Source: an optimization exercise on an open RTL-to-GDS flow (aim: small area, a short achievable clock period and few clock cycles). Production flows keep margins and buffers that such runs may drop. No run shown here included a check of the RTL's function; only the layout flow was run. Power figures rest on the tool's default switching activity, not on a simulated workload.

$ cat design/flow/config.mk
export PLATFORM = sky130hd
export DESIGN_NAME = cmri_core
export DESIGN_NICKNAME = cmri_core
export VERILOG_FILES = /design/flow/design.v
export SDC_FILE = /design/flow/constraint.sdc
export NUM_CORES = 4
export LEC_CHECK = 0
export CAP_MARGIN = 20
export CORE_MARGIN = 2
export CORE_UTILIZATION = 40
export SETUP_SLACK_MARGIN = 4.5
export SLEW_MARGIN = 20
$ cat design/flow/constraint.sdc
create_clock -name core_clock -period 8.0 [get_ports {clk}]
set_input_delay 1.6000 -clock core_clock [delete_from_list [all_inputs] [get_ports {clk}]]
set_output_delay 1.6000 -clock core_clock [all_outputs]
set_load 0.01 [all_outputs]
$ cat design/flow/design.v
module cmri_parser (
    input  wire       clk,
    input  wire       rst,
    input  wire [7:0] node_addr,
    input  wire       in_valid,      
    input  wire [7:0] in_byte,
    input  wire       p_sample,
    input  wire       p_region,
    input  wire [63:0] in_lines,
    output wire       disp_valid,
    output wire       disp_match,
    output wire       error,
    output reg        is_i,
    output reg        is_t,
    output reg        is_p,
    output wire       n_in_payload,
    output wire       n_in_maybe,
    output wire       n_store,
    output wire       n_is_p,
    output reg  [6:0] pay_len,
    input  wire [6:0] rd_addr,
    output wire [7:0] rd_data,
    output wire [63:0] first8
);
    localparam MAX_LEN = 72;
    localparam ATTN = 8'hFF;
    localparam STX  = 8'h02;
    localparam ETX  = 8'h03;
    localparam DLE  = 8'h10;
    localparam S_START      = 3'd0;
    localparam S_ATTN_NEXT  = 3'd1;
    localparam S_STX_NEXT   = 3'd2;
    localparam S_ADDR_NEXT  = 3'd3;
    localparam S_TYPE_NEXT  = 3'd4;
    localparam S_MAYBE_DATA = 3'd6;
    localparam S_DATA_NEXT  = 3'd7;
    reg [2:0] state;
    reg       is_local;
    reg  [7:0] payload [0:MAX_LEN-1];
    assign rd_data = payload[rd_addr];
    genvar g;
    generate
        for (g = 0; g < 8; g = g + 1) begin : g_first8
            assign first8[g*8 +: 8] = payload[g];
        end
    endgenerate
    assign disp_valid = in_valid & do_dispatch;
    assign disp_match = is_local;
    assign error      = in_valid & do_error;
    reg       do_append;
    reg       do_dispatch;
    reg       do_error;
    reg [2:0] next_state;
    always @(*) begin
        do_append   = 1'b0;
        do_dispatch = 1'b0;
        do_error    = 1'b0;
        next_state  = state;
        case (state)
            S_START:
                if (in_byte == ATTN) next_state = S_ATTN_NEXT;
                else                 do_error   = 1'b1;
            S_ATTN_NEXT:
                if (in_byte == ATTN) next_state = S_STX_NEXT;
                else                 do_error   = 1'b1;
            S_STX_NEXT:
                if (in_byte == STX)  next_state = S_ADDR_NEXT;
                else                 do_error   = 1'b1;
            S_ADDR_NEXT:
                next_state = S_TYPE_NEXT;
            S_TYPE_NEXT:
                next_state = S_MAYBE_DATA;
            S_MAYBE_DATA:
                if (in_byte == ETX || in_byte == ATTN) begin
                    do_dispatch = 1'b1;
                    next_state  = S_START;
                end else if (in_byte == DLE) begin
                    next_state = S_DATA_NEXT;
                end else begin
                    do_append  = 1'b1;
                    next_state = S_MAYBE_DATA;
                end
            S_DATA_NEXT: begin
                do_append  = 1'b1;
                next_state = S_MAYBE_DATA;
            end
            default:
                do_error = 1'b1;
        endcase
        if (do_append && pay_len == MAX_LEN) begin
            do_append = 1'b0;
            do_error  = 1'b1;
        end
        if (do_error)
            next_state = S_START;
    end
    wire [2:0] n_state = in_valid ? next_state : state;
    wire       take_type = in_valid && (state == S_TYPE_NEXT);
    wire       t_i = is_local && (in_byte == 8'h49);
    wire       t_t = is_local && (in_byte == 8'h54);
    wire       t_p = is_local && (in_byte == 8'h50);
    assign n_in_payload = (n_state[2:1] == 2'b11);
    assign n_in_maybe   = (n_state == S_MAYBE_DATA);
    assign n_store      = take_type ? (t_i || t_t) : (is_i || is_t);
    assign n_is_p       = take_type ? t_p : is_p;
    always @(posedge clk) begin
        if (rst) begin
            state    <= S_START;
            is_local <= 1'b0;
            is_i     <= 1'b0;
            is_t     <= 1'b0;
            is_p     <= 1'b0;
            pay_len  <= 7'd0;
        end else begin
            state <= n_state;
            if (in_valid) begin
                if ((state == S_START && in_byte == ATTN) || do_error)
                    pay_len <= 7'd0;
                if (state == S_ADDR_NEXT) is_local <= (in_byte == node_addr);
                if (do_append) pay_len <= pay_len + 7'd1;
            end
            if (take_type) begin
                is_i <= t_i;
                is_t <= t_t;
                is_p <= t_p;
            end
        end
    end
    integer w;
    always @(posedge clk) begin
        if (in_valid && do_append && (is_i || is_t))
            payload[pay_len] <= in_byte;
        if (p_sample && !p_region)
            for (w = 0; w < 8; w = w + 1)
                payload[64 + w] <= in_lines[w*8 +: 8];
        if (p_sample && p_region)
            for (w = 0; w < 8; w = w + 1)
                payload[56 + w] <= in_lines[w*8 +: 8];
    end
endmodule
module cmri_dispatch (
    input  wire        clk,
    input  wire        rst,
    input  wire [7:0]  node_addr,
    input  wire        disp_valid,    
    input  wire        is_i,
    input  wire        is_t,
    input  wire        is_p,
    input  wire        n_in_payload,
    input  wire        n_in_maybe,
    input  wire        n_store,
    input  wire        n_is_p,
    input  wire [6:0]  pay_len,
    output wire [6:0]  rd_addr,
    output wire        p_sample,      
    output wire        p_region,
    input  wire [7:0]  rd_data,
    input  wire [63:0] first8,
    output reg         rx_ready,
    output reg         ev_valid,
    input  wire        ev_ready,
    output reg  [2:0]  ev_kind,
    output reg  [7:0]  ev_data,
    output reg         ev_bit,
    output wire [63:0] out_lines
);
    localparam EV_TX_BYTE   = 3'd0;
    localparam EV_OUT_LINE  = 3'd1;
    localparam EV_OUT_BULK  = 3'd2;
    localparam EV_INIT_BYTE = 3'd3;
    localparam EV_INIT_END  = 3'd4;
    localparam J_NONE = 2'd0;
    localparam J_I    = 2'd1;
    localparam J_T    = 2'd2;
    localparam J_P    = 2'd3;
    localparam T_START = 2'd0;
    localparam T_PRIME = 2'd1;
    localparam T_EMIT  = 2'd2;
    localparam T_BULK  = 2'd3;
    localparam P_HDR   = 2'd0;
    localparam P_DATA  = 2'd1;
    localparam P_ETX   = 2'd2;
    reg [1:0]  a_kind;
    reg [6:0]  a_len;
    reg        a_reg;       
    reg [1:0]  b_kind;
    reg [6:0]  b_len;
    reg        b_reg;
    reg [1:0]  c_kind;
    reg [6:0]  c_len;
    reg        c_reg;
    reg [1:0]  ph;
    reg [6:0]  idx;         
    reg [3:0]  hcnt;        
    reg        esc_sent;
    reg [7:0]  pbyte;       
    reg        pesc;        
    reg [63:0] rest;        
    reg [5:0]  cur_line;    
    reg        cur_nbit;    
    reg [63:0] obank;
    reg [7:0]  a_th;        
    assign out_lines = obank;
    assign rd_addr   = idx;
    wire [1:0] new_kind = is_i ? J_I : is_t ? J_T : is_p ? J_P : J_NONE;
    wire       new_job  = disp_valid && (is_i || is_t || is_p);
    wire [63:0] newpat;
    genvar g, l;
    generate
        for (g = 0; g < 8; g = g + 1) begin : g_pat
            assign newpat[g*8 +: 8] = a_th[g] ? first8[g*8 +: 8] : 8'h00;
        end
    endgenerate
    wire [63:0] tdiff     = newpat ^ obank;
    wire [63:0] rest_next = rest & (rest - 64'd1);   
    wire        rest_any  = |rest;
    wire [63:0] pv [0:6];
    wire [63:0] pd [0:6];
    wire [5:0]  pi [0:6][0:63];
    assign pv[0] = rest;
    assign pd[0] = obank;
    generate
        for (g = 0; g < 64; g = g + 1) begin : g_p0
            assign pi[0][g] = 6'd0;
        end
        for (l = 1; l <= 6; l = l + 1) begin : g_pl
            for (g = 0; g < (64 >> l); g = g + 1) begin : g_pn
                wire lo = pv[l-1][2*g];
                assign pv[l][g] = lo | pv[l-1][2*g+1];
                assign pd[l][g] = lo ? pd[l-1][2*g] : pd[l-1][2*g+1];
                assign pi[l][g] = lo ? pi[l-1][2*g] : (pi[l-1][2*g+1] | (6'd1 << (l-1)));
            end
            for (g = (64 >> l); g < 64; g = g + 1) begin : g_pz
                assign pv[l][g] = 1'b0;
                assign pd[l][g] = 1'b0;
                assign pi[l][g] = 6'd0;
            end
        end
    endgenerate
    wire [5:0] low_line = pi[6][0];
    wire       low_nbit = pd[6][0];
    reg  [7:0] hdr_byte;
    always @(*) begin
        case (hcnt[2:0])
            3'd0:    hdr_byte = 8'hFF;
            3'd1:    hdr_byte = 8'hFF;
            3'd2:    hdr_byte = 8'h02;
            3'd3:    hdr_byte = node_addr;
            default: hdr_byte = 8'h52;      
        endcase
    end
    wire       nxt_zero = (ph == P_DATA) && (hcnt == 4'd7);
    wire [7:0] nxt_byte = nxt_zero ? 8'h00 : rd_data;
    wire       nxt_esc  = (nxt_byte == 8'h02) || (nxt_byte == 8'h03) ||
                          (nxt_byte == 8'h10);
    wire       send_dle = pesc && !esc_sent;
    reg       e_valid;
    reg [2:0] e_kind;
    reg [7:0] e_data;
    reg       e_bit;
    reg       e_last;
    always @(*) begin
        e_valid = 1'b0;
        e_kind  = EV_TX_BYTE;
        e_data  = 8'h00;
        e_bit   = 1'b0;
        e_last  = 1'b0;
        case (a_kind)
            J_I: begin
                e_valid = 1'b1;
                if (idx == a_len) begin
                    e_kind = EV_INIT_END;
                    e_data = {1'b0, a_len};
                    e_last = 1'b1;
                end else begin
                    e_kind = EV_INIT_BYTE;
                    e_data = rd_data;
                end
            end
            J_T:
                case (ph)
                    T_START: ;
                    T_PRIME: e_last = !rest_any;
                    T_EMIT: begin
                        e_valid = 1'b1;
                        e_kind  = EV_OUT_LINE;
                        e_data  = {2'b00, cur_line};
                        e_bit   = cur_nbit;
                    end
                    default: begin
                        e_valid = 1'b1;
                        e_kind  = EV_OUT_BULK;
                        e_data  = 8'd64;
                        e_last  = 1'b1;
                    end
                endcase
            J_P: begin
                e_valid = 1'b1;
                case (ph)
                    P_HDR:   e_data = hdr_byte;
                    P_DATA:  e_data = send_dle ? 8'h10 : pbyte;
                    default: begin
                        e_data = 8'h03;
                        e_last = 1'b1;
                    end
                endcase
            end
            default: ;
        endcase
    end
    wire can_push = !ev_valid || ev_ready;
    wire step     = can_push && (a_kind != J_NONE);
    wire a_free   = (a_kind == J_NONE) || (step && e_last);
    wire b_full   = (b_kind != J_NONE);
    wire c_full   = (c_kind != J_NONE);
    wire p_to_etx = (ph == P_DATA) && (hcnt == 4'd8) && !send_dle;
    wire a_p_busy = (a_kind == J_P) && (ph != P_ETX);
    wire used0 = (a_p_busy && !a_reg) || (b_kind == J_P && !b_reg) ||
                 (c_kind == J_P && !c_reg);
    wire new_reg = used0;
    assign p_region = new_reg;
    wire [1:0] new_k = new_job ? new_kind : J_NONE;
    reg  [1:0] n_a_kind, n_b_kind, n_c_kind;
    reg  [6:0] n_a_len,  n_b_len,  n_c_len;
    reg        n_a_reg,  n_b_reg,  n_c_reg;
    always @(*) begin
        n_a_kind = a_kind; n_a_len = a_len; n_a_reg = a_reg;
        n_b_kind = b_kind; n_b_len = b_len; n_b_reg = b_reg;
        n_c_kind = c_kind; n_c_len = c_len; n_c_reg = c_reg;
        if (a_free) begin
            if (b_full) begin
                n_a_kind = b_kind; n_a_len = b_len; n_a_reg = b_reg;
                if (c_full) begin
                    n_b_kind = c_kind; n_b_len = c_len; n_b_reg = c_reg;
                    n_c_kind = new_k;  n_c_len = pay_len; n_c_reg = new_reg;
                end else begin
                    n_b_kind = new_k;  n_b_len = pay_len; n_b_reg = new_reg;
                    n_c_kind = J_NONE;
                end
            end else begin
                n_a_kind = new_k;  n_a_len = pay_len; n_a_reg = new_reg;
                n_b_kind = J_NONE;
                n_c_kind = J_NONE;
            end
        end else if (new_job) begin
            if (!b_full) begin
                n_b_kind = new_kind; n_b_len = pay_len; n_b_reg = new_reg;
            end else begin
                n_c_kind = new_kind; n_c_len = pay_len; n_c_reg = new_reg;
            end
        end
    end
    wire n_t_unstarted = a_free ? (n_a_kind == J_T)
                                : ((a_kind == J_T) && (ph == T_START) && !step);
    wire n_p_busy    = a_free ? (n_a_kind == J_P)
                              : (a_p_busy && !(step && p_to_etx));
    wire n_iconf     = a_free ? (n_a_kind == J_I)
                              : ((a_kind == J_I) && ({1'b0, pay_len} + 8'd1 >= {1'b0, idx}) &&
                                 (pay_len < a_len));
    wire n_b_buf     = (n_b_kind == J_I) || (n_b_kind == J_T);
    wire n_c_buf     = (n_c_kind == J_I) || (n_c_kind == J_T);
    wire n_c_full    = (n_c_kind != J_NONE);
    wire n_b_p       = (n_b_kind == J_P);
    wire n_c_p       = (n_c_kind == J_P);
    wire n_used0     = (n_p_busy && !n_a_reg) || (n_b_p && !n_b_reg) || (n_c_p && !n_c_reg);
    wire n_used1     = (n_p_busy &&  n_a_reg) || (n_b_p &&  n_b_reg) || (n_c_p &&  n_c_reg);
    wire n_any_p     = n_p_busy || n_b_p || n_c_p;
    wire n_any_i     = (n_a_kind == J_I) || (n_b_kind == J_I) || (n_c_kind == J_I);
    wire n_i_hi      = n_any_i && ((a_len > 7'd56) || (b_len > 7'd56) ||
                                   (c_len > 7'd56) || (pay_len > 7'd56));
    wire n_hold_it   = n_in_payload && n_store &&
                       (n_c_full || n_b_buf || n_c_buf || n_iconf || n_t_unstarted ||
                        (n_any_p && (pay_len >= 7'd55)));
    wire n_hold_p    = n_in_maybe && n_is_p &&
                       (n_c_full || (n_used0 && n_used1) || n_i_hi);
    assign p_sample = disp_valid && is_p;
    always @(posedge clk) begin
        if (rst) begin
            ev_valid <= 1'b0;
            ev_kind  <= EV_TX_BYTE;
            ev_data  <= 8'h00;
            ev_bit   <= 1'b0;
        end else if (can_push) begin
            ev_valid <= e_valid;
            ev_kind  <= e_kind;
            ev_data  <= e_data;
            ev_bit   <= e_bit;
        end
    end
    always @(posedge clk) begin
        if (rst)
            rx_ready <= 1'b1;
        else
            rx_ready <= !(n_hold_it || n_hold_p);
    end
    always @(posedge clk) begin
        if (rst) begin
            a_kind   <= J_NONE;
            a_len    <= 7'd0;
            a_reg    <= 1'b0;
            b_kind   <= J_NONE;
            b_len    <= 7'd0;
            b_reg    <= 1'b0;
            c_kind   <= J_NONE;
            c_len    <= 7'd0;
            c_reg    <= 1'b0;
            ph       <= 2'd0;
            idx      <= 7'd0;
            hcnt     <= 4'd0;
            esc_sent <= 1'b0;
            obank    <= 64'd0;
        end else begin
            a_kind <= n_a_kind;
            b_kind <= n_b_kind;
            c_kind <= n_c_kind;
            a_len  <= n_a_len;
            b_len  <= n_b_len;
            c_len  <= n_c_len;
            a_reg  <= n_a_reg;
            b_reg  <= n_b_reg;
            c_reg  <= n_c_reg;
            if (a_free) begin
                a_th     <= {n_a_len > 7'd7, n_a_len > 7'd6, n_a_len > 7'd5, n_a_len > 7'd4,
                             n_a_len > 7'd3, n_a_len > 7'd2, n_a_len > 7'd1, n_a_len > 7'd0};
                ph       <= 2'd0;
                idx      <= (n_a_kind != J_P) ? 7'd0 : n_a_reg ? 7'd56 : 7'd64;
                hcnt     <= 4'd0;
                esc_sent <= 1'b0;
            end else if (step) begin
                case (a_kind)
                    J_I: idx <= idx + 7'd1;
                    J_T:
                        case (ph)
                            T_START: begin
                                obank <= newpat;
                                ph    <= T_PRIME;
                            end
                            T_PRIME: ph <= T_EMIT;
                            T_EMIT:  if (!rest_any) ph <= T_BULK;
                            default: ;
                        endcase
                    J_P:
                        case (ph)
                            P_HDR: begin
                                if (hcnt == 4'd4) begin
                                    ph   <= P_DATA;
                                    hcnt <= 4'd0;
                                    idx  <= idx + 7'd1;
                                end else begin
                                    hcnt <= hcnt + 4'd1;
                                end
                            end
                            P_DATA:
                                if (send_dle) begin
                                    esc_sent <= 1'b1;
                                end else begin
                                    esc_sent <= 1'b0;
                                    if (hcnt == 4'd8)
                                        ph <= P_ETX;
                                    hcnt <= hcnt + 4'd1;
                                    idx  <= idx + 7'd1;
                                end
                            default: ;
                        endcase
                    default: ;
                endcase
            end
        end
    end
    always @(posedge clk) begin
        if (step && a_kind == J_T) begin
            if (ph == T_START)
                rest <= tdiff;
            else begin
                rest     <= rest_next;
                cur_line <= low_line;
                cur_nbit <= low_nbit;
            end
        end
        if (step && a_kind == J_P &&
            ((ph == P_HDR && hcnt == 4'd4) || (ph == P_DATA && !send_dle))) begin
            pbyte <= nxt_byte;
            pesc  <= nxt_esc;
        end
    end
endmodule
module cmri_counters (
    input  wire        clk,
    input  wire        rst,
    input  wire        inc_byte,
    input  wire        inc_seen,
    input  wire        inc_proc,
    input  wire        inc_error,
    output reg  [15:0] cnt_bytes,
    output reg  [15:0] cnt_frames_seen,
    output reg  [15:0] cnt_frames_proc,
    output reg  [15:0] cnt_errors
);
    always @(posedge clk) begin
        if (rst) begin
            cnt_bytes       <= 16'd0;
            cnt_frames_seen <= 16'd0;
            cnt_frames_proc <= 16'd0;
            cnt_errors      <= 16'd0;
        end else begin
            if (inc_byte)  cnt_bytes       <= cnt_bytes + 16'd1;
            if (inc_seen)  cnt_frames_seen <= cnt_frames_seen + 16'd1;
            if (inc_proc)  cnt_frames_proc <= cnt_frames_proc + 16'd1;
            if (inc_error) cnt_errors      <= cnt_errors + 16'd1;
        end
    end
endmodule
module cmri_core (
    input  wire        clk,
    input  wire        rst,
    input  wire [6:0]  local_id,
    input  wire        rx_valid,
    input  wire [7:0]  rx_data,
    output wire        rx_ready,
    input  wire [63:0] in_lines,
    output wire        ev_valid,
    input  wire        ev_ready,
    output wire [2:0]  ev_kind,
    output wire [7:0]  ev_data,
    output wire        ev_bit,
    output wire [63:0] out_lines,
    output wire [15:0] cnt_bytes,
    output wire [15:0] cnt_frames_seen,
    output wire [15:0] cnt_frames_proc,
    output wire [15:0] cnt_errors
);
    wire       disp_valid;
    wire       disp_match;
    wire       parse_error;
    wire       is_i;
    wire       is_t;
    wire       is_p;
    wire       n_in_payload;
    wire       n_in_maybe;
    wire       n_store;
    wire       n_is_p;
    wire [6:0] pay_len;
    wire [7:0] pay_rd_data;
    wire [6:0] pay_rd_addr;
    wire [63:0] first8;
    wire       byte_taken;
    wire       p_sample;
    wire       p_region;
    reg  [7:0] node_addr;
    always @(posedge clk)
        node_addr <= {1'b0, local_id} + 8'd65;
    assign byte_taken = rx_valid & rx_ready;
    cmri_parser u_parser (
        .clk          (clk),
        .rst          (rst),
        .node_addr    (node_addr),
        .in_valid     (byte_taken),
        .in_byte      (rx_data),
        .p_sample     (p_sample),
        .p_region     (p_region),
        .in_lines     (in_lines),
        .disp_valid   (disp_valid),
        .disp_match   (disp_match),
        .error        (parse_error),
        .is_i         (is_i),
        .is_t         (is_t),
        .is_p         (is_p),
        .n_in_payload (n_in_payload),
        .n_in_maybe   (n_in_maybe),
        .n_store      (n_store),
        .n_is_p       (n_is_p),
        .pay_len      (pay_len),
        .rd_addr      (pay_rd_addr),
        .rd_data      (pay_rd_data),
        .first8       (first8)
    );
    cmri_dispatch u_dispatch (
        .clk          (clk),
        .rst          (rst),
        .node_addr    (node_addr),
        .disp_valid   (disp_valid & disp_match),
        .is_i         (is_i),
        .is_t         (is_t),
        .is_p         (is_p),
        .n_in_payload (n_in_payload),
        .n_in_maybe   (n_in_maybe),
        .n_store      (n_store),
        .n_is_p       (n_is_p),
        .pay_len      (pay_len),
        .rd_addr      (pay_rd_addr),
        .p_sample     (p_sample),
        .p_region     (p_region),
        .rd_data      (pay_rd_data),
        .first8       (first8),
        .rx_ready     (rx_ready),
        .ev_valid     (ev_valid),
        .ev_ready     (ev_ready),
        .ev_kind      (ev_kind),
        .ev_data      (ev_data),
        .ev_bit       (ev_bit),
        .out_lines    (out_lines)
    );
    cmri_counters u_counters (
        .clk        (clk),
        .rst        (rst),
        .inc_byte   (byte_taken),
        .inc_seen   (disp_valid),
        .inc_proc   (disp_valid & disp_match),
        .inc_error  (parse_error),
        .cnt_bytes       (cnt_bytes),
        .cnt_frames_seen (cnt_frames_seen),
        .cnt_frames_proc (cnt_frames_proc),
        .cnt_errors      (cnt_errors)
    );
endmodule
$ cat design/flow/run.sh
#!/bin/bash
# synth_recipe.tcl (not shown) runs the flow's synth.tcl, then flattens the netlist and writes it again
# the make line also repeats each setting of config.mk as NAME=value (left out here)
make -C /OpenROAD-flow-scripts/flow DESIGN_CONFIG=/design/flow/config.mk WORK_HOME=/design/flow/orfs CLKGATE_MAP_FILE= SYNTH_SCRIPT=/design/flow/synth_recipe.tcl finish
==> results of run 1 <==
[worst register-to-register path, cell delays in order, from the launching register on]
cell,delay [ns]
edfxtp_1,0.51
nor4_4,0.53
nand4_4,0.29
nor3_4,0.25
buf_4,0.25
and2_4,0.21
nor2_4,0.06
o32ai_2,0.35
inv_1,0.09
ha_2,0.22
a2111oi_4,0.28
a311o_1,0.16
o311ai_1,0.09
o21ai_1,0.21
nand3_1,0.12
o31ai_2,0.19
[layer usage]
layer  global-route usage, %  vias up  share of wire [%]
met1                    29.8    13600                 42
met4                    6.19        0                2.5
met3                    3.03      158                5.6
met5                       0        -                  0
met2                    37.6      897                 50
li1                        -    12600                  -
[placed cells by master, fill, tap and decap left out, types with 45 or more instances in the layout]
cell type,instances
nor2_1,200
inv_1,54
o21ai_0,134
nand2_1,627
nand3_1,121
clkdlybuf4s50_1,213
a21oi_1,181
buf_4,62
nor2_4,62
dfxtp_1,211
clkbuf_16,99
xnor2_1,99
xor2_1,45
mux4_2,177
edfxtp_1,664
[area by class of cell]
class	instances	share of cell area [%]
Sequential cell	879	49.8
Timing Repair Buffer	316	6.80
Clock buffer	123	5.27
Clock inverter	51	1.42
Tap cell	1298	3.33
Multi-Input combinational cell	2173	32.9
Inverter	57	0.439
[final timing paths]
| kind | to | slack [ns] | from |
|---|---|---|---|
| setup / recovery | u_dispatch.rx_ready | 4.00 | rx_data[7] |
| hold / removal | u_dispatch.ev_kind[1] | 0.46 | u_dispatch.ev_kind[1] |
| setup reg to reg | u_dispatch.rx_ready | 4.08 | u_dispatch.rest[10] |
| hold reg to reg | u_dispatch.ev_kind[1] | 0.46 | u_dispatch.ev_kind[1] |
[power by group through the flow]
stage / clock network, mW / registers, mW / logic [mW]
floorplan: 0 / 5.03 / 0.337
global placement: 0 / 5.07 / 0.506
detailed placement: 0 / 5.07 / 0.510
CTS: 4.65 / 4.96 / 0.567
global route: 4.83 / 4.96 / 0.632
finish: 4.57 / 4.96 / 0.589
[timing repair]
item | CTS | global route
setup endpoints to repair | 887 | 778
gates resized for setup | 83 | 22
setup buffers | 41 | 11
gates cloned | 6 | 3
pin swaps | 26 | 8
[logic make-up (layout without fill, tap and decap cells)]
| group | count (synthesis) | after routing | share of synthesized area (%) |
|---|---|---|---|
| AND/OR/NAND/NOR | 1237 | 1240 | 13.7 |
| flip-flops | 879 | 879 | 60.4 |
| AO/OA/AOI/OAI | 521 | 521 | 7.80 |
| buffers and inverters | 243 | 547 | 2.54 |
| multiplexers | 227 | 227 | 11.2 |
| XOR/XNOR | 144 | 144 | 3.14 |
| adder cells (fa/ha/maj) | 41 | 41 | 1.28 |
[cells in the mapped netlist, types with 8 or more instances]
| master | n | area (sq um) |
|---|---|---|
| and3_1 | 21 | 131 |
| o21bai_1 | 14 | 105 |
| nor4_2 | 9 | 113 |
| clkbuf_1 | 139 | 522 |
| nor2b_1 | 28 | 175 |
| nand4_1 | 25 | 156 |
| or4_1 | 11 | 82.6 |
| nand3_1 | 124 | 621 |
| buf_4 | 8 | 60.1 |
| mux2_2 | 8 | 90.1 |
| ha_1 | 41 | 513 |
| dfxtp_1 | 215 | 4300 |
| nand2_1 | 632 | 2370 |
| nand3b_1 | 8 | 60.1 |
| a22oi_1 | 13 | 97.6 |
| mux2i_1 | 41 | 410 |
| o41ai_1 | 11 | 96.3 |
| xnor2_1 | 99 | 867 |
| inv_1 | 55 | 206 |
| o21ai_0 | 148 | 741 |
| nor4_1 | 9 | 56.3 |
| xor2_1 | 45 | 394 |
| and2_1 | 10 | 62.6 |
| o31ai_1 | 16 | 120 |
| nand2b_1 | 10 | 62.6 |
| nor2_1 | 267 | 1000 |
| o21ai_1 | 20 | 100 |
| nor3_1 | 31 | 155 |
| edfxtp_1 | 664 | 19900 |
| o22ai_1 | 10 | 62.6 |
| buf_2 | 22 | 110 |
| mux4_2 | 177 | 3990 |
| or3_1 | 22 | 138 |
| a21oi_1 | 184 | 921 |
| buf_1 | 11 | 41.3 |
| a211oi_1 | 40 | 300 |
==> results.json, run 1 <==
{
  "cts_max_level": 3,
  "cts_tree": "yes",
  "avgSynthCellArea_sq_um": 12.2,
  "clk_pin_slew_worst_paths_ns": 0.06,
  "io_buffers": 224,
  "synth_ff_type": "edfxtp_1",
  "die_x_microns": 321,
  "dr.pass1.iters": 6,
  "crit_chain": "buf_8 -> nor4b_4 -> and3_4 -> nor2_4 -> nor4b_4 -> and2_4 -> a21oi_1 -> o221a_2 -> a31oi_4 -> inv_2 -> ha_4 -> a2111oi_4 -> a311o_1 -> o311ai_1 -> o21ai_1 -> nand3_1 -> o31ai_2",
  "slew_violations": 0,
  "clock_skew_ns": 0.0544,
  "ys_types": 88,
  "pre_cts_slack_ns": 2.10,
  "p_leak_nw": 15.5,
  "max_slew.worst_pin.slew_ns": 1.08,
  "relSlewSlack_pct": 28.1,
  "cp.depth": 17,
  "largest_registers": "u_parser.payload (576), u_dispatch.obank (64), u_dispatch.rest (64)",
  "critPathArrivalTime_ns": 4.55,
  "grtUsageTotal_pct": 22.1,
  "drc": 0,
  "yosysSeqAreaShare_pct": 60.4,
  "diodes": 0,
  "cp_slowest_cell": "nor4b_4",
  "clkLatencyLatePin_ns": 0.68,
  "path_common_cell": "nor4b_4",
  "grt_pass1_vias": 26300,
  "outcome": "timing/DRC/antenna clean",
  "vdd_drop_max_mv": 0.156,
  "rsz0062_at_grt": "yes",
  "p_comb_share_pct": 5.8,
  "yosys_warnings": 4,
  "async_reset_ff_share_pct": 0,
  "grt_pass1_wl_microns": 171000,
  "layout-drive-gt1-share_pct": 16.9,
  "syn-num-nets": 3416,
  "period_needed_ns": 4.00,
  "fin_ws_ns": 4.00,
  "area_delta_synth_final_pct": 21.3,
  "critPathCaptureType": "flip-flop",
  "dp_hpwl_microns": 75900,
  "layout.area.seq_sq_mm": 0.0243,
  "num-fill-cells": 8744,
  "crit_family": "compound AO/OA/AOI/OAI gates",
  "routed_wl_microns": 116000,
  "top_register": "u_parser.payload",
  "dpl-instance-area_sq_mm": 0.0443,
  "clockRootBuffer": "clkbuf_16",
  "fin_cells": 4897,
  "holdWs_ns": 0.459,
  "hold_path_class": "flip-flop to flip-flop",
  "dieArea_sq_mm": 0.103,
  "worstPathMaxFanout": 20,
  "fin_util_pct": 48.8,
  "powerDensity_mw_per_mm2": 208,
  "min_path_cells": 2,
  "via_per_inst": 5.58,
  "ant_nets": 0,
  "clockBufferDepth": 3,
  "power.share.sequential_pct": 49.0,
  "place.gp.congestion": 0.891,
  "start_kind": "input port",
  "grt_max_degree": 85,
  "final_area_sq_mm": 0.0487,
  "switching_share_pct": 22.3,
  "multiInputGateArea_sq_mm": 0.0160,
  "power_mw": 10.1,
  "nets": 3644,
  "syn_inst": 3292,
  "cts.sinks": 879,
  "via_count": 27300,
  "synth_edf_count": 664,
  "cts_hold_buf": 0,
  "clkPwrFrac_pct": 45.2,
  "gr-total-overflow": 0,
  "drt_iter0_markers": 3228,
  "crit_path_max_incr_delay_ns": 0.30,
  "setup_viol": 0,
  "grt_antenna_before_repair": 0,
  "r2r_cells": 15,
  "power.net_switching_mw": 2.26,
  "routedWlPerCell_microns": 23.7,
  "place_inst": 4661,
  "fin_tns_setup_ns": 0,
  "synth_seq_cells": 879,
  "crit_buf_inv": 2,
  "core_sq_mm": 0.0999,
  "syn_area_sq_mm": 0.0402,
  "io_pins": 225,
  "hold_viol_final": 0,
  "die_h_microns": 321,
  "fmax_mhz": 250,
  "critPathRequiredTime_ns": 8.55,
  "largest_reg_flops": 576,
  "start_util_pct": 40.2,
  "cap_viol_max_count": 0,
  "post-route-period-util_pct": 50.0,
  "crit_type": "input port to flip-flop",
  "rows": 116,
  "cts_buffers": 93,
  "internal_power_mw": 7.87
}
==> run 2: changes to the inputs <==
==> design/flow/flow/run.sh (new file) <==
#!/bin/bash
# The standard layout, with plain buffers on the ports instead of the
# default delay-cell choice.
set -euo pipefail
bash standard.sh finish 'BUFFER_PORTS_ARGS=-buffer_cell sky130_fd_sc_hd__buf_2' > make_finish.log 2>&1
==> design/flow/standard.sh (new file) <==
#!/bin/bash
# synth_recipe.tcl (not shown) runs the flow's synth.tcl, then flattens the netlist and writes it again
# the make line also repeats each setting of config.mk as NAME=value (left out here)
make -C /OpenROAD-flow-scripts/flow DESIGN_CONFIG=/design/flow/config.mk WORK_HOME=/design/flow/orfs CLKGATE_MAP_FILE= SYNTH_SCRIPT=/design/flow/synth_recipe.tcl "${@:-finish}"
removed: design/flow/run.sh
==> run 2 against run 1 <==
  * Synthesized area did not move
  * Synthesized cell count did not move
  * Register-to-register slack improved by 0.05 ns
  * Die area did not move
  * Largest power group unchanged
  * Combinational power fell by 2%
  * Final cell count rose by 0.78%
  * Sequential share of layout area rose by 0.45 points
==> results.json, run 2 <==
{
  "post-route-period-util_pct": 49.5,
  "timing.reg2reg.setup_slack_ns": 4.13,
  "hold_end": "u_dispatch.ev_kind[1]",
  "relSlewSlack_pct": 24.0,
  "avgSynthCellArea_sq_um": 12.2,
  "top_register": "u_parser.payload",
  "diodes": 0,
  "start_kind": "input port",
  "powerDensity_mw_per_mm2": 206,
  "clock_skew_ns": 0.0471,
  "cts.sinks": 879,
  "worstPathMaxFanout": 26,
  "met3WireLength_microns": 7690,
  "largest_registers": "u_parser.payload (576), u_dispatch.obank (64), u_dispatch.rest (64)",
  "start_util_pct": 40.2,
  "max_slew.worst_pin.slew_ns": 1.14,
  "via_per_inst": 5.62,
  "fin_tns_setup_ns": 0,
  "cts_buffers": 95,
  "cts_tree": "yes",
  "grt_antenna_before_repair": 1,
  "drc": 0,
  "routedWlPerCell_microns": 24.1,
  "routed.top_layer": "met5",
  "core_sq_mm": 0.0999,
  "min_path_cells": 2,
  "hp-start": "u_dispatch.ev_kind[1]",
  "period_needed_ns": 3.96,
  "p_leak_nw": 16.1,
  "routed_wl_microns": 119000,
  "grt_pass1_wl_microns": 173000,
  "yosysTopAreaCellShare_pct": 49.6,
  "syn_area_sq_mm": 0.0402,
  "crit_buf_inv": 2,
  "grt_pass1_vias": 26300,
  "clk_pin_slew_worst_paths_ns": 0.06,
  "wl_met1_microns": 49000,
  "layout_common_cells": "edfxtp_1, nand2_1, buf_2",
  "rsz0062_at_grt": "yes",
  "critPathArrivalTime_ns": 4.55,
  "yosysTopAreaCell": "edfxtp_1",
  "syn_inst": 3292,
  "io_pins": 225,
  "grt_max_degree": 106,
  "synthTopCellsByArea": "edfxtp_1, dfxtp_1, mux4_2",
  "yosysSeqAreaShare_pct": 60.4,
  "dp_hpwl_microns": 76400,
  "async_reset_ff_share_pct": 0,
  "r2r_cells": 15,
  "clockRootBuffer": "clkbuf_16",
  "cts_max_level": 3,
  "rows": 116,
  "critPathRequiredTime_ns": 8.59,
  "fmax_mhz": 252,
  "final_common_cell": "edfxtp_1",
  "clockBufferDepth": 3,
  "wl_met2_microns": 58700,
  "slew_violations": 0,
  "io_buffers": 224,
  "ys_types": 88,
  "clkLatencyLatePin_ns": 0.68,
  "syn-num-nets": 3416,
  "crit_family": "compound AO/OA/AOI/OAI gates",
  "grtUsageTotal_pct": 22.3,
  "area_delta_synth_final_pct": 20.2,
  "yosysMostFrequentCell": "edfxtp_1",
  "crit_type": "input port to flip-flop",
  "dr.pass1.iters": 6,
  "r2r_start": "u_dispatch.rest[57]",
  "drt_iter0_markers": 2849,
  "crit_chain": "buf_2 -> nor2b_4 -> nor2_2 -> a31oi_2 -> o21a_1 -> nand2_8 -> nand2_1 -> o21ai_1 -> o32ai_2 -> inv_1 -> ha_2 -> a2111oi_4 -> a311o_1 -> o311ai_1 -> o21ai_1 -> nand3_1 -> o31ai_2",
  "via_count": 27700,
  "synth_edf_count": 664,
  "setup_viol": 0,
  "ys_top_cells_by_count": "edfxtp_1, nand2_1, nor2_1",
  "outcome": "timing/DRC/antenna clean",
  "path_common_cell": "o21ai_1",
  "cap_viol_max_count": 0,
  "cp_slowest_cell": "o21a_1",
  "yosys_warnings": 4,
  "crit_path_max_incr_delay_ns": 0.33,
  "hold_path_class": "flip-flop to flip-flop",
  "die_x_microns": 321,
  "nets": 3686,
  "die_h_microns": 321,
  "critPathCaptureType": "flip-flop",
  "ant_nets": 0,
  "power_mw": 9.92,
  "synth_ff_type": "edfxtp_1",
  "place.gp.congestion": 0.887,
  "hold_viol_final": 0,
  "rr_endpoint": "u_dispatch.rx_ready",
  "synth_seq_cells": 879,
  "vdd_drop_max_mv": 0.152,
  "dieArea_sq_mm": 0.103,
  "largest_reg_flops": 576,
  "layout-drive-gt1-share_pct": 23.7,
  "gr-total-overflow": 0,
  "cp-startpoint": "ev_ready"
}
[run 2: cell counts after synthesis]
No cell type changed its count.
[run 2: worst max path at each step]
stage                                      to  slack [ns]  depth (start not counted)
final                     u_dispatch.rx_ready        4.04                         17
after global routing      u_dispatch.rx_ready        3.81                         16
after CTS                 u_dispatch.rx_ready        4.06                         17
after detailed placement  u_dispatch.rx_ready        2.45                         17
after floorplan           u_dispatch.rx_ready        3.59                         16
after global placement    u_dispatch.rx_ready        2.51                         17
[run 2: final cells by class]
class | instances | area, sq um
fillers | 8738 | 51600
flip-flops and latches | 879 | 24300
multi-input cells | 2174 | 16100
repair buffers | 355 | 3040
clock buffers | 123 | 2590
well taps | 1298 | 1620
clock inverters | 49 | 474
inverters | 57 | 214
[run 2: power by group]
group	leakage (nW)	switching [mW]	internal, mW
clock	1.50	1.86	2.51
combinational	6.89	0.344	0.233
sequential	7.73	0.0466	4.92
[run 2: through the flow]
step                setup WS, ns  cells  utilization, %  hold slack (ns)  instance area, sq um
finish                      4.04   4935            48.3            0.451                 48300
global route                3.81   4935            48.3            0.484                 48300
CTS                         4.06   4887            47.5            0.454                 47400
detailed placement          2.45   4662            43.3            0.445                 43200
global placement            2.51   4662            43.3            0.439                 43200
floorplan                   3.59   3292               -            0.464                 41100
[run 2: worst min-delay path, delay by kind of cell (launching register included)]
family             cells  cell delay, ns
DFF                    1            0.31
and+or+nand+nor        1            0.05
AOI/OAI and AO/OA      1            0.05
[run 2: routing by layer]
metal / GRT usage, % / up-vias
met5: 0 / -
met4: 6.88 / 2
met3: 3.03 / 194
met2: 37.7 / 1090
met1: 29.8 / 13700
li1: - / 12700
[run 2: cells by family after synthesis]
logic type | Yosys count | synth area share [%]
muxes | 227 | 11.2
DFF | 879 | 60.4
and+or+nand+nor | 1237 | 13.7
xor gates and xnor gates | 144 | 3.14
AOI/OAI and AO/OA | 521 | 7.80
adders and majority gates | 41 | 1.28
buffers and inverters | 243 | 2.54
[run 2: timing repair]
action                     in CTS  in global routing
pin swaps                      35                 29
gates resized for setup        78                 47
gates cloned                    7                  8
setup endpoints to repair     884                701
hold buffers                    0                  0
hold endpoints to repair        0                  0
buffers inserted               46                 40
==> run 3: changes to the inputs <==
--- a/design/flow/design.v
+++ b/design/flow/design.v
@@ -21,5 +21,9 @@
     input  wire [6:0] rd_addr,
     output wire [7:0] rd_data,
-    output wire [63:0] first8
+    output wire [63:0] first8,       
+    output wire [63:0] first8_hi,    
+    input  wire       sel_pick,
+    output reg        f_sel,
+    output wire       n_f_sel
 );
     localparam MAX_LEN = 72;
@@ -42,5 +46,6 @@
     generate
         for (g = 0; g < 8; g = g + 1) begin : g_first8
-            assign first8[g*8 +: 8] = payload[g];
+            assign first8[g*8 +: 8]    = payload[g];
+            assign first8_hi[g*8 +: 8] = payload[32 + g];
         end
     endgenerate
@@ -104,4 +109,6 @@
     assign n_store      = take_type ? (t_i || t_t) : (is_i || is_t);
     assign n_is_p       = take_type ? t_p : is_p;
+    assign n_f_sel      = take_type ? sel_pick : f_sel;
+    wire [6:0] wr_addr  = {pay_len[6], pay_len[5] ^ (f_sel & ~pay_len[6]), pay_len[4:0]};
     always @(posedge clk) begin
         if (rst) begin
@@ -111,4 +118,5 @@
             is_t     <= 1'b0;
             is_p     <= 1'b0;
+            f_sel    <= 1'b0;
             pay_len  <= 7'd0;
         end else begin
@@ -121,4 +129,5 @@
             end
             if (take_type) begin
+                f_sel <= sel_pick;
                 is_i <= t_i;
                 is_t <= t_t;
@@ -130,5 +139,5 @@
     always @(posedge clk) begin
         if (in_valid && do_append && (is_i || is_t))
-            payload[pay_len] <= in_byte;
+            payload[wr_addr] <= in_byte;
         if (p_sample && !p_region)
             for (w = 0; w < 8; w = w + 1)
@@ -155,4 +164,8 @@
     output wire        p_sample,      
     output wire        p_region,
+    input  wire [63:0] first8_hi,
+    output wire        sel_pick,      
+    input  wire        f_sel,         
+    input  wire        n_f_sel,
     input  wire [7:0]  rd_data,
     input  wire [63:0] first8,
@@ -202,5 +215,6 @@
     reg [7:0]  a_th;        
     assign out_lines = obank;
-    assign rd_addr   = idx;
+    reg        a_flip;      
+    assign rd_addr   = {idx[6], idx[5] ^ (a_flip & ~idx[6]), idx[4:0]};
     wire [1:0] new_kind = is_i ? J_I : is_t ? J_T : is_p ? J_P : J_NONE;
     wire       new_job  = disp_valid && (is_i || is_t || is_p);
@@ -209,5 +223,6 @@
     generate
         for (g = 0; g < 8; g = g + 1) begin : g_pat
-            assign newpat[g*8 +: 8] = a_th[g] ? first8[g*8 +: 8] : 8'h00;
+            assign newpat[g*8 +: 8] = !a_th[g] ? 8'h00 :
+                                      a_reg ? first8_hi[g*8 +: 8] : first8[g*8 +: 8];
         end
     endgenerate
@@ -316,8 +331,25 @@
     wire p_to_etx = (ph == P_DATA) && (hcnt == 4'd8) && !send_dle;
     wire a_p_busy = (a_kind == J_P) && (ph != P_ETX);
+    wire a_hold = (a_kind == J_I) || (a_kind == J_T && ph == T_START);
+    wire b_hold = (b_kind == J_I) || (b_kind == J_T);
+    wire c_hold = (c_kind == J_I) || (c_kind == J_T);
+    wire a_wide = (a_kind == J_I) && (a_len > 7'd32);
+    wire b_wide = (b_kind == J_I) && (b_len > 7'd32);
+    wire c_wide = (c_kind == J_I) && (c_len > 7'd32);
+    wire occ0 = (a_hold && (!a_reg || a_wide)) || (b_hold && (!b_reg || b_wide)) ||
+                (c_hold && (!c_reg || c_wide));
+    assign sel_pick = occ0;
     wire used0 = (a_p_busy && !a_reg) || (b_kind == J_P && !b_reg) ||
                  (c_kind == J_P && !c_reg);
-    wire new_reg = used0;
-    assign p_region = new_reg;
+    wire used1 = (a_p_busy &&  a_reg) || (b_kind == J_P &&  b_reg) ||
+                 (c_kind == J_P &&  c_reg);
+    wire r0_blk = (a_kind == J_I && a_len > 7'd64) || (b_kind == J_I && b_len > 7'd64) ||
+                  (c_kind == J_I && c_len > 7'd64);
+    wire r1_blk = (a_kind == J_I && (a_reg ? a_len > 7'd24 : a_len > 7'd56)) ||
+                  (b_kind == J_I && (b_reg ? b_len > 7'd24 : b_len > 7'd56)) ||
+                  (c_kind == J_I && (c_reg ? c_len > 7'd24 : c_len > 7'd56));
+    wire r0_free = !used0 && !r0_blk;
+    assign p_region = !r0_free;
+    wire new_reg = is_p ? p_region : f_sel;
     wire [1:0] new_k = new_job ? new_kind : J_NONE;
     reg  [1:0] n_a_kind, n_b_kind, n_c_kind;
@@ -351,27 +383,42 @@
         end
     end
-    wire n_t_unstarted = a_free ? (n_a_kind == J_T)
-                                : ((a_kind == J_T) && (ph == T_START) && !step);
-    wire n_p_busy    = a_free ? (n_a_kind == J_P)
-                              : (a_p_busy && !(step && p_to_etx));
-    wire n_iconf     = a_free ? (n_a_kind == J_I)
-                              : ((a_kind == J_I) && ({1'b0, pay_len} + 8'd1 >= {1'b0, idx}) &&
-                                 (pay_len < a_len));
-    wire n_b_buf     = (n_b_kind == J_I) || (n_b_kind == J_T);
-    wire n_c_buf     = (n_c_kind == J_I) || (n_c_kind == J_T);
-    wire n_c_full    = (n_c_kind != J_NONE);
-    wire n_b_p       = (n_b_kind == J_P);
-    wire n_c_p       = (n_c_kind == J_P);
-    wire n_used0     = (n_p_busy && !n_a_reg) || (n_b_p && !n_b_reg) || (n_c_p && !n_c_reg);
-    wire n_used1     = (n_p_busy &&  n_a_reg) || (n_b_p &&  n_b_reg) || (n_c_p &&  n_c_reg);
-    wire n_any_p     = n_p_busy || n_b_p || n_c_p;
-    wire n_any_i     = (n_a_kind == J_I) || (n_b_kind == J_I) || (n_c_kind == J_I);
-    wire n_i_hi      = n_any_i && ((a_len > 7'd56) || (b_len > 7'd56) ||
-                                   (c_len > 7'd56) || (pay_len > 7'd56));
-    wire n_hold_it   = n_in_payload && n_store &&
-                       (n_c_full || n_b_buf || n_c_buf || n_iconf || n_t_unstarted ||
-                        (n_any_p && (pay_len >= 7'd55)));
-    wire n_hold_p    = n_in_maybe && n_is_p &&
-                       (n_c_full || (n_used0 && n_used1) || n_i_hi);
+    wire s_free = (a_kind == J_NONE) || e_last;    
+    wire       s_a_hold  = s_free ? b_hold : (a_kind == J_I);
+    wire       s_a_wide  = s_free ? b_wide : a_wide;
+    wire       s_a_reg   = s_free ? b_reg  : a_reg;
+    wire [1:0] s_a_kind  = s_free ? b_kind : a_kind;
+    wire [6:0] s_a_len   = s_free ? b_len  : a_len;
+    wire       s_a_pbusy = s_free ? (b_kind == J_P) : (a_p_busy && !p_to_etx);
+    wire       s_b_hold  = s_free ? c_hold : b_hold;
+    wire       s_b_wide  = s_free ? c_wide : b_wide;
+    wire       s_b_reg   = s_free ? c_reg  : b_reg;
+    wire [1:0] s_b_kind  = s_free ? c_kind : b_kind;
+    wire [6:0] s_b_len   = s_free ? c_len  : b_len;
+    wire       s_c_hold  = !s_free && c_hold;
+    wire [1:0] s_c_kind  = s_free ? J_NONE : c_kind;
+    wire h0_it0, h0_it1, h0_p, h1_it0, h1_it1, h1_p;
+    cmri_hold u_hold0 (
+        .a_hold (a_hold),   .a_wide (a_wide),   .a_reg (a_reg),   .a_kind (a_kind),
+        .a_len  (a_len),    .a_pbusy (a_p_busy),
+        .b_hold (b_hold),   .b_wide (b_wide),   .b_reg (b_reg),   .b_kind (b_kind),
+        .b_len  (b_len),
+        .c_hold (c_hold),   .c_wide (c_wide),   .c_reg (c_reg),   .c_kind (c_kind),
+        .c_len  (c_len),
+        .pay_len (pay_len),
+        .hold_it0 (h0_it0), .hold_it1 (h0_it1), .hold_p (h0_p)
+    );
+    cmri_hold u_hold1 (
+        .a_hold (s_a_hold), .a_wide (s_a_wide), .a_reg (s_a_reg), .a_kind (s_a_kind),
+        .a_len  (s_a_len),  .a_pbusy (s_a_pbusy),
+        .b_hold (s_b_hold), .b_wide (s_b_wide), .b_reg (s_b_reg), .b_kind (s_b_kind),
+        .b_len  (s_b_len),
+        .c_hold (s_c_hold), .c_wide (c_wide),   .c_reg (c_reg),   .c_kind (s_c_kind),
+        .c_len  (c_len),
+        .pay_len (pay_len),
+        .hold_it0 (h1_it0), .hold_it1 (h1_it1), .hold_p (h1_p)
+    );
+    wire n_hold_it = n_in_payload && n_store &&
+                     (can_push ? (n_f_sel ? h1_it1 : h1_it0) : (n_f_sel ? h0_it1 : h0_it0));
+    wire n_hold_p  = n_in_maybe && n_is_p && (can_push ? h1_p : h0_p);
     assign p_sample = disp_valid && is_p;
     always @(posedge clk) begin
@@ -421,4 +468,5 @@
             c_reg  <= n_c_reg;
             if (a_free) begin
+                a_flip   <= (n_a_kind == J_I) && n_a_reg;
                 a_th     <= {n_a_len > 7'd7, n_a_len > 7'd6, n_a_len > 7'd5, n_a_len > 7'd4,
                              n_a_len > 7'd3, n_a_len > 7'd2, n_a_len > 7'd1, n_a_len > 7'd0};
@@ -485,4 +533,53 @@
     end
 endmodule
+module cmri_hold (
+    input  wire       a_hold,
+    input  wire       a_wide,
+    input  wire       a_reg,
+    input  wire [1:0] a_kind,
+    input  wire [6:0] a_len,
+    input  wire       a_pbusy,
+    input  wire       b_hold,
+    input  wire       b_wide,
+    input  wire       b_reg,
+    input  wire [1:0] b_kind,
+    input  wire [6:0] b_len,
+    input  wire       c_hold,
+    input  wire       c_wide,
+    input  wire       c_reg,
+    input  wire [1:0] c_kind,
+    input  wire [6:0] c_len,
+    input  wire [6:0] pay_len,
+    output wire       hold_it0,
+    output wire       hold_it1,
+    output wire       hold_p
+);
+    localparam J_NONE = 2'd0;
+    localparam J_I    = 2'd1;
+    localparam J_P    = 2'd3;
+    wire occ0 = (a_hold && (!a_reg || a_wide)) || (b_hold && (!b_reg || b_wide)) ||
+                (c_hold && (!c_reg || c_wide));
+    wire occ1 = (a_hold && ( a_reg || a_wide)) || (b_hold && ( b_reg || b_wide)) ||
+                (c_hold && ( c_reg || c_wide));
+    wire b_p = (b_kind == J_P);
+    wire c_p = (c_kind == J_P);
+    wire used0 = (a_pbusy && !a_reg) || (b_p && !b_reg) || (c_p && !c_reg);
+    wire used1 = (a_pbusy &&  a_reg) || (b_p &&  b_reg) || (c_p &&  c_reg);
+    wire r0_blk = (a_kind == J_I && a_len > 7'd64) || (b_kind == J_I && b_len > 7'd64) ||
+                  (c_kind == J_I && c_len > 7'd64);
+    wire r1_blk = (a_kind == J_I && (a_reg ? a_len > 7'd24 : a_len > 7'd56)) ||
+                  (b_kind == J_I && (b_reg ? b_len > 7'd24 : b_len > 7'd56)) ||
+                  (c_kind == J_I && (c_reg ? c_len > 7'd24 : c_len > 7'd56));
+    wire c_full = (c_kind != J_NONE);
+    wire w_low  = (pay_len <= 7'd31);
+    wire w_high = (pay_len >= 7'd31) && (pay_len <= 7'd63);
+    wire w_r0   = (pay_len >= 7'd63);
+    wire w_r1_0 = (pay_len >= 7'd55) && (pay_len <= 7'd63);
+    wire w_r1_1 = (pay_len >= 7'd23) && (pay_len <= 7'd31);
+    wire w_any  = c_full || (w_r0 && (used0 || r0_blk));
+    assign hold_it0 = w_any || (w_low && occ0) || (w_high && occ1) || (w_r1_0 && used1);
+    assign hold_it1 = w_any || (w_low && occ1) || (w_high && occ0) || (w_r1_1 && used1);
+    assign hold_p   = c_full || ((used0 || r0_blk) && (used1 || r1_blk));
+endmodule
 module cmri_counters (
     input  wire        clk,
@@ -544,4 +641,8 @@
     wire [6:0] pay_rd_addr;
     wire [63:0] first8;
+    wire [63:0] first8_hi;
+    wire       sel_pick;
+    wire       f_sel;
+    wire       n_f_sel;
     wire       byte_taken;
     wire       p_sample;
@@ -573,5 +674,9 @@
         .rd_addr      (pay_rd_addr),
         .rd_data      (pay_rd_data),
-        .first8       (first8)
+        .first8       (first8),
+        .first8_hi    (first8_hi),
+        .sel_pick     (sel_pick),
+        .f_sel        (f_sel),
+        .n_f_sel      (n_f_sel)
     );
     cmri_dispatch u_dispatch (
@@ -593,4 +698,8 @@
         .rd_data      (pay_rd_data),
         .first8       (first8),
+        .first8_hi    (first8_hi),
+        .sel_pick     (sel_pick),
+        .f_sel        (f_sel),
+        .n_f_sel      (n_f_sel),
         .rx_ready     (rx_ready),
         .ev_valid     (ev_valid),
==> run 3 against run 2 <==
  * Sequential share of layout area shrank 1.3 points
  * Die area grew 2.2%
  * Critical path depth fell by 5
  * First-iteration DRC count up 7.7%
  * Combinational power down 62%
  * Clock-buffer cell count is the same
  * Sequential power decreased by 1%
  * Wire length rose by 4.8%
  * Via count grew 4.0%
==> results.json, run 3 <==
{
  "dr.pass1.iters": 6,
  "critPathCaptureType": "flip-flop",
  "drt_iter0_markers": 3067,
  "hp-start": "u_dispatch.ev_kind[2]",
  "grt_most_used_layer": "met2",
  "use_met3_pct": 4.04,
  "crit_buf_inv": 5,
  "io_buffers": 224,
  "critPathArrivalTime_ns": 3.94,
  "outcome": "timing/DRC/antenna clean",
  "rows": 117,
  "crit_type": "input port to flip-flop",
  "internal_power_mw": 7.42,
  "drc": 0,
  "grtUsageTotal_pct": 23.0,
  "clkPwrFrac_pct": 45.9,
  "syn_inst": 3339,
  "start_kind": "input port",
  "routedWlPerCell_microns": 24.6,
  "clockRootBuffer": "clkbuf_16",
  "clock_skew_ns": 0.0310,
  "ant_nets": 0,
  "start_util_pct": 40.3,
  "gr-total-overflow": 0,
  "max_slew.worst_pin.slew_ns": 1.13,
  "routed_wl_microns": 125000,
  "yosysMostFrequentCell": "edfxtp_1",
  "syn-num-nets": 3452,
  "crit_chain": "buf_8 -> buf_12 -> or4b_4 -> nor4_4 -> buf_4 -> o21a_4 -> and3_4 -> nand2_4 -> or2_4 -> buf_8 -> o21ai_4 -> buf_12",
  "worstPathMaxFanout": 8,
  "core_sq_mm": 0.102,
  "cts_buffers": 92,
  "grt_antenna_before_repair": 4,
  "fin_tns_setup_ns": 0,
  "clk_pin_slew_worst_paths_ns": 0.06,
  "hold_end": "u_dispatch.ev_kind[2]",
  "dieArea_sq_mm": 0.105,
  "async_reset_ff_share_pct": 0,
  "relSlewSlack_pct": 23.5,
  "syn_area_sq_mm": 0.0410,
  "hold_path_class": "flip-flop to flip-flop",
  "yosys_warnings": 4,
  "grt_pass1_wl_microns": 183000,
  "place_inst": 4756,
  "grt_max_degree": 95,
  "avgSynthCellArea_sq_um": 12.3,
  "switching_share_pct": 21.4,
  "rsz0062_at_grt": "yes",
  "power.net_switching_mw": 2.02,
  "yosysTopAreaCell": "edfxtp_1",
  "synth_ff_type": "edfxtp_1",
  "clockBufferDepth": 3,
  "via_per_inst": 5.70,
  "critPathRequiredTime_ns": 8.39,
  "fin_cells": 5060,
  "largest_registers": "u_parser.payload (576), u_dispatch.obank (64), u_dispatch.rest (64)",
  "dp_hpwl_microns": 82800,
  "top_register": "u_parser.payload",
  "final_common_cell": "edfxtp_1",
  "synth_seq_cells": 874,
  "min_path_cells": 2,
  "yosysTopAreaCellShare_pct": 48.7,
  "synth_edf_count": 665,
  "place.gp.congestion": 0.916,
  "setup_viol": 0,
  "crit_family": "simple AND/OR/NAND/NOR gates",
  "cts.sinks": 874,
  "yosysSeqAreaShare_pct": 58.9,
  "p_comb_share_pct": 2.3,
  "grtUsageMet1_pct": 31.5,
  "use_met2_pct": 37.6,
  "cts_max_level": 3,
  "p_leak_nw": 17.0,
  "area_delta_synth_final_pct": 20.2,
  "ys_types": 84,
  "slew_violations": 0,
  "cp_slowest_cell": "or4b_4",
  "layout-drive-gt1-share_pct": 26.3,
  "largest_reg_flops": 576,
  "via_count": 28800,
  "hold_viol_final": 0,
  "period_needed_ns": 3.55,
  "cap_viol_max_count": 0,
  "rr_endpoint": "u_dispatch.a_th[5]",
  "timing.reg2reg.setup_slack_ns": 4.58,
  "die_x_microns": 324,
  "synthTopCellsByArea": "edfxtp_1, dfxtp_1, mux4_2",
  "power.share.sequential_pct": 51.8,
  "cts_tree": "yes",
  "post-route-period-util_pct": 44.4,
  "num-fill-cells": 8901,
  "layout_common_cells": "edfxtp_1, nor2_1, nand2_1",
  "ys_top_cells_by_count": "edfxtp_1, nor2_1, nand2_1",
  "nets": 3729,
  "clkLatencyLatePin_ns": 0.69,
  "r2r_cells": 11,
  "vdd_drop_max_mv": 0.151,
  "powerDensity_mw_per_mm2": 191,
  "cts_hold_buf": 0,
  "io_pins": 225,
  "r2r_start": "u_dispatch.rest[38]",
  "die_h_microns": 324,
  "crit_path_max_incr_delay_ns": 0.50,
  "fmax_mhz": 281,
  "grt_pass1_vias": 27300
}
## run 3: cell count changes after synthesis, moves of 14 or more
cell      delta
xor2_1      -14
or3_1       +28
a211oi_1    -22
o21ai_0     +66
nand3_1     -72
a221oi_1    +14
a21o_1      +69
buf_2       +14
mux2_2      +57
inv_1       +73
nand2_1    -334
nor2_1     +123
o21ai_1     -14
## run 3: metrics by stage
step | instance area [sq um] | utilization, % | worst slack (ns) | power, mW | hold slack [ns]
floorplan | 41600 | - | 3.80 | 5.06 | 0.461
global placement | 43800 | 43.1 | 2.13 | 5.18 | 0.439
detailed placement | 43800 | 43.1 | 2.07 | 5.18 | 0.443
CTS | 48600 | 47.8 | 4.45 | 9.48 | 0.455
global route | 49300 | 48.5 | 4.39 | 9.69 | 0.483
finish | 49300 | 48.5 | 4.45 | 9.44 | 0.451
## run 3: how the worst max path moves through the flow
| stage | startpoint | endpoint | slack (ns) | depth (start not counted) |
|---|---|---|---|---|
| 6_report | rx_data[6] | u_parser.payload[57][4] | 4.45 | 12 |
| 3_3_place_gp | rx_data[5] | u_parser.payload[1][0] | 2.13 | 9 |
| 4_1_cts | rx_data[5] | u_parser.payload[60][5] | 4.45 | 11 |
| 3_5_place_dp | rx_data[5] | u_parser.payload[1][3] | 2.07 | 9 |
| 2_1_floorplan | rx_data[6] | u_parser.payload[56][0] | 3.80 | 10 |
| 5_1_grt | rx_data[6] | u_dispatch.b_kind[1] | 4.39 | 17 |
## run 3: metal layers
metal  part of all wire, %  routed length (microns)
met1                    41                    51400
met2                    48                    60000
met3                   7.5                     9360
met4                   3.1                     3800
met5                 0.019                       24
## run 3: repair_timing
action                                 4_1_cts  5_1_grt
buffers inserted                            85       37
pin swaps                                   58       40
resized for setup                          146       59
cloned                                       9        2
endpoints found under the hold margin        0        0
setup endpoints to repair                  884      754
## run 3: cell type report
class                           count  area (sq um)  area share (%)
Antenna cell                        1          2.50         0.00507
Clock buffer                      123          2590            5.25
Clock inverter                     46           458           0.928
Inverter                          130           489           0.992
Multi-Input combinational cell   2136         16800            34.1
Sequential cell                   874         24200            49.0
Tap cell                         1368          1710            3.47
Timing Repair Buffer              382          3110            6.30
## run 3: power by group through the flow
stage	registers [mW]	clock network (mW)	logic, mW
floorplan	4.98	0	0.0844
global placement	4.98	0	0.199
detailed placement	4.98	0	0.200
CTS	4.89	4.38	0.213
global route	4.89	4.57	0.233
finish	4.89	4.34	0.217
## run 3: cells by family (layout without fill, tap and decap cells)
family | count (synthesis) | in the layout | synth area share [%]
simple gates | 1014 | 1019 | 11.4
fa+ha+maj | 33 | 33 | 0.988
compound gates | 663 | 663 | 10.1
mux | 292 | 292 | 12.7
xor+xnor | 129 | 129 | 2.75
buf+inv | 334 | 681 | 3.20
other cells | 0 | 1 | 0
flops | 874 | 874 | 58.9
## run 3: tightest hold or removal path, delay by kind of cell, from the launching register on
| family | cells | cell delay [ns] |
|---|---|---|
| compound gates | 1 | 0.05 |
| flops | 1 | 0.31 |
| simple gates | 1 | 0.05 |

-- port drivers added, routing unchanged --
In the flow no input, the clock included, has a driving cell. The finished layouts below were timed again as built, in two steps. Step 1: set_driving_cell puts a clkbuf_16 on clk and a buf_2 on each other input, an assumption about the parent block. Step 2 times the ports against the registers' clock, not the clock port: input delays grow and output delays shrink by t, the midpoint of the rising clock arrivals with the driver on. Slacks: ideal ports / drivers / drivers and shift; pairs: ideal ports / drivers.
run | t, ns | setup slack, ns | worst setup path at the end | slew at the worst register clock pin (ns) | pins driven straight from the clock port
run 1 | 0.732 | 4.004 / 4.020 / 3.288 | input to register | 0.07 / 0.07 | 1
run 2 | 0.735 | 4.039 / 3.966 / 3.231 | input to register | 0.07 / 0.07 | 1
run 3 | 0.737 | 4.447 / 4.442 / 3.705 | input to register | 0.07 / 0.07 | 1
After both steps every run listed still meets setup and hold. The setup slack of run 2, which loses most, moves by -0.073 ns with the drivers and by -0.808 ns with both steps.
